This is an optimization exercise on Yosys and OpenROAD, whose aim is small area and a short achievable clock period, not a production implementation.
At most, simulation tests tie the RTL to the original design; equivalence was not proved.
Power figures rest on the tool's default switching activity, not on a simulated workload.

== willow ==
Design zec, start of the top module:
module zec (
    input  wire        clk,
    input  wire        rst,
    input  wire        t_valid,
    input  wire [39:0] t_cmd,
    output wire        t_ready,
    output reg         t_rsp_valid,
    output wire [39:0] t_rsp,
    input  wire        h_valid,
    input  wire [39:0] h_cmd,
    output wire        h_ready,
    output reg         h_rsp_valid,
    output wire [39:0] h_rsp,
    output reg         hnote
);
==> flow/config.mk <==
export PLATFORM = sky130hd
export DESIGN_NAME = zec
export DESIGN_NICKNAME = zec
export VERILOG_FILES = /design/flow/design.v
export SDC_FILE = /design/flow/constraint.sdc
export NUM_CORES = 4
export LEC_CHECK = 0
export CAP_MARGIN = 20
export CORE_MARGIN = 2
export CORE_UTILIZATION = 40
export SLEW_MARGIN = 20
==> flow/constraint.sdc <==
create_clock -name core_clock -period 13.0 [get_ports {clk}]
set_input_delay 2.6000 -clock core_clock [delete_from_list [all_inputs] [get_ports {clk}]]
set_output_delay 2.6000 -clock core_clock [all_outputs]
set_load 0.01 [all_outputs]
standard.sh (not shown) runs the stock make flow with config.mk's settings and CLKGATE_MAP_FILE= SYNTH_SCRIPT=/design/flow/synth_recipe.tcl, a recipe that flattens the netlist after the stock synthesis.
==> flow/flow/run.sh <==
#!/bin/bash
# Layout flow: the standard flow (standard.sh) with three changes:
# - plain buf_1 cells as the port buffers instead of the delay cells that
#   buffer_ports picks by default;
# - timing repair aimed further below the constraint;
# - a clock tree from smaller buffers, without dummy loads.
set -euo pipefail
bash standard.sh \
  "BUFFER_PORTS_ARGS=-buffer_cell sky130_fd_sc_hd__buf_1" \
  SETUP_SLACK_MARGIN=7 \
  "CTS_ARGS=-sink_clustering_enable -repair_clock_nets -dont_use_dummy_load -buf_list {sky130_fd_sc_hd__clkbuf_4 sky130_fd_sc_hd__clkbuf_8}" \
  finish > standard_flow.log 2>&1
Changes in raven relative to willow:
-- flow/design.v --
<<< willow, line 36
    reg [4:0]   r_lb;
    reg         r_rd;            
    reg         r_tx;
    reg [3:0]   r_ra;
    reg [7:0]   r_rxb;           
    reg         r_80;            
    reg         r_ssr, r_txc, r_rxc, r_drx, r_dtx;
    wire hs_on = |hs;
>>> raven, line 36
    reg [4:0]   r_lb;
    reg         r_rd;            
    reg [4:0]   r_ra;            
    reg         r_ssr, r_txc, r_rxc, r_drx, r_dtx;
    wire hs_on = |hs;
<<< willow, line 55
    wire [3:0] txfree = ~txc;      
    wire [3:0] rxt1  = rxt + 4'd1;
    wire [7:0] hop  = h_cmd[39:32];
    wire [3:0] pa   = h_cmd[3:0];
    wire       hp86 = (hop == 8'h86);
    wire       psel = h_valid & ~(t_valid & prio_t) & hp86;
    wire [3:0] ra0  = psel ? pa : rxt;
    wire [7:0] rv0 = rxm[8*ra0  +: 8];
    wire [7:0] rv1 = rxm[8*rxt1 +: 8];
    wire       rv0_80 = (rv0 == 8'h80);
>>> raven, line 52
    wire [3:0] txfree = ~txc;      
    wire [3:0] rxt1  = rxt + 4'd1;
    wire [7:0] rv0 = rxm[8*rxt  +: 8];
    wire [7:0] rv1 = rxm[8*rxt1 +: 8];
    wire       rv0_80 = (rv0 == 8'h80);
<<< willow, line 141
        else                            t_st = ST_OK;
    end
    wire [31:0] harg = h_cmd[31:0];
    wire [7:0]  hab  = h_cmd[7:0];
>>> raven, line 133
        else                            t_st = ST_OK;
    end
    wire [7:0]  hop  = h_cmd[39:32];
    wire [31:0] harg = h_cmd[31:0];
    wire [7:0]  hab  = h_cmd[7:0];
<<< willow, line 147
    wire        h_n  = h_b & hab0;
    wire hp81 = (hop == 8'h81), hp82 = (hop == 8'h82), hp83 = (hop == 8'h83);
    wire hp84 = (hop == 8'h84), hp85 = (hop == 8'h85);
    wire hp87 = (hop == 8'h87), hp88 = (hop == 8'h88);
    wire h_leg  = ((hp81 | hp85 | hp88) & h_n) | ((hp83 | hp84 | hp87) & h_b) | hp82 | hp86;
>>> raven, line 140
    wire        h_n  = h_b & hab0;
    wire hp81 = (hop == 8'h81), hp82 = (hop == 8'h82), hp83 = (hop == 8'h83);
    wire hp84 = (hop == 8'h84), hp85 = (hop == 8'h85), hp86 = (hop == 8'h86);
    wire hp87 = (hop == 8'h87), hp88 = (hop == 8'h88);
    wire h_leg  = ((hp81 | hp85 | hp88) & h_n) | ((hp83 | hp84 | hp87) & h_b) | hp82 | hp86;
<<< willow, line 154
    wire pk_rx  = (harg[31:4] == 28'h2000010);
    wire pk_tx  = (harg[31:4] == 28'h2000020);
    wire neg_m  = (harg[31:8] == 24'hBEEF01);
    wire y_neg   = h_x & hp82;
>>> raven, line 147
    wire pk_rx  = (harg[31:4] == 28'h2000010);
    wire pk_tx  = (harg[31:4] == 28'h2000020);
    wire [3:0] pa = harg[3:0];
    wire neg_m  = (harg[31:8] == 24'hBEEF01);
    wire y_neg   = h_x & hp82;
<<< willow, line 297
            r_st <= h_st; r_lb <= h_lb;
            r_rd <= y_txpop | y_peek;
            r_tx <= ~pk_rx; r_80 <= 1'b0;
            r_ra <= hp86 ? pa : txt;
            r_ssr <= y_ssr; r_txc <= 1'b0; r_rxc <= 1'b0;
            r_drx <= y_desc & hab0; r_dtx <= y_desc & (hab == 8'd2);
        end else begin
            r_st <= t_st; r_lb <= 5'd0;
            r_rd <= (x_getb & g_pop & ~g_escs & ~g_cnt) | (x_pop & ~rx_e);
            r_tx <= 1'b0; r_80 <= x_getb & g_cnt & g_cb80;
            r_ra <= txt;
            r_ssr <= x_rdssr; r_txc <= x_rdst & ab0; r_rxc <= x_rdst & ab1;
            r_drx <= 1'b0; r_dtx <= 1'b0;
        end
    end
    always @(posedge clk) r_rxb <= rv0;
    wire [7:0] rd_byte = r_tx ? txm[8*r_ra +: 8] : r_rxb;
    wire       o_en  = r_rd;
    wire [31:0] ssr = hs_on ? {24'hBEEF01, seq} : 32'd0;
>>> raven, line 291
            r_st <= h_st; r_lb <= h_lb;
            r_rd <= y_txpop | y_peek;
            r_ra <= {~pk_rx, hp86 ? pa : txt};
            r_ssr <= y_ssr; r_txc <= 1'b0; r_rxc <= 1'b0;
            r_drx <= y_desc & hab0; r_dtx <= y_desc & (hab == 8'd2);
        end else begin
            r_st <= t_st; r_lb <= 5'd0;
            r_rd <= (x_getb & g_rd) | (x_pop & ~rx_e);
            r_ra <= {1'b0, (x_getb & g_two) ? rxt1 : rxt};
            r_ssr <= x_rdssr; r_txc <= x_rdst & ab0; r_rxc <= x_rdst & ab1;
            r_drx <= 1'b0; r_dtx <= 1'b0;
        end
    end
    wire [7:0] rd_byte = r_ra[4] ? txm[8*r_ra[3:0] +: 8] : rxm[8*r_ra[3:0] +: 8];
    wire       o_en  = r_rd;
    wire [31:0] ssr = hs_on ? {24'hBEEF01, seq} : 32'd0;
<<< willow, line 320
                     | ({32{r_dtx}} & 32'h2000_0200)
                     | {27'd0, r_lb}
                     | {24'd0, {8{o_en}} & rd_byte}
                     | {24'd0, r_80, 7'd0};
    assign t_rsp = {5'd0, r_st, rdat};
    assign h_rsp = {5'd0, r_st, rdat};
>>> raven, line 311
                     | ({32{r_dtx}} & 32'h2000_0200)
                     | {27'd0, r_lb}
                     | {24'd0, {8{o_en}} & rd_byte};
    assign t_rsp = {5'd0, r_st, rdat};
    assign h_rsp = {5'd0, r_st, rdat};
--- outcome ---
raven against willow: area share of buffers outside the clock network saw little to no change; total power decreased about 2.7%; share of cell area taken by flip-flops and latches now sits lower. Against willow, raven comes in 0.7 points higher on combinational cell fraction of total power. Summary of the comparison: final worst-path cycle share is lower in raven, relative to willow. [raven] required time of the critical path rose 2.86 ns relative to willow.
No functional check of the RTL was part of willow.

[afterwards: timing with drivers on the ports]
How much do the figures lean on ideal ports? The routed layouts below were timed once more, with nothing changed but the port constraints. Step 1 sets driving cells, clkbuf_16 on the clock port and buf_2 on the other inputs (assumed; they add their load-dependent delay and slew). Step 2 times the ports against the registers' clock, not the clock port: input delays grow and output delays shrink by t, the midpoint of the rising clock arrivals with the driver on. a / b / c = ideal ports / drivers / drivers and shift; a / b = the first two.
run | t, ns | setup WS [ns] | hold WS [ns]
willow | 0.682 | 7.012 / 6.992 / 6.365 | 0.485 / 0.485 / 0.485
raven | 0.674 | 7.042 / 7.032 / 6.358 | 0.500 / 0.500 / 0.500
After both steps every run listed still meets setup and hold. For raven, which loses most, drivers alone change the setup slack by -0.010 ns; drivers and shift together by -0.684 ns.
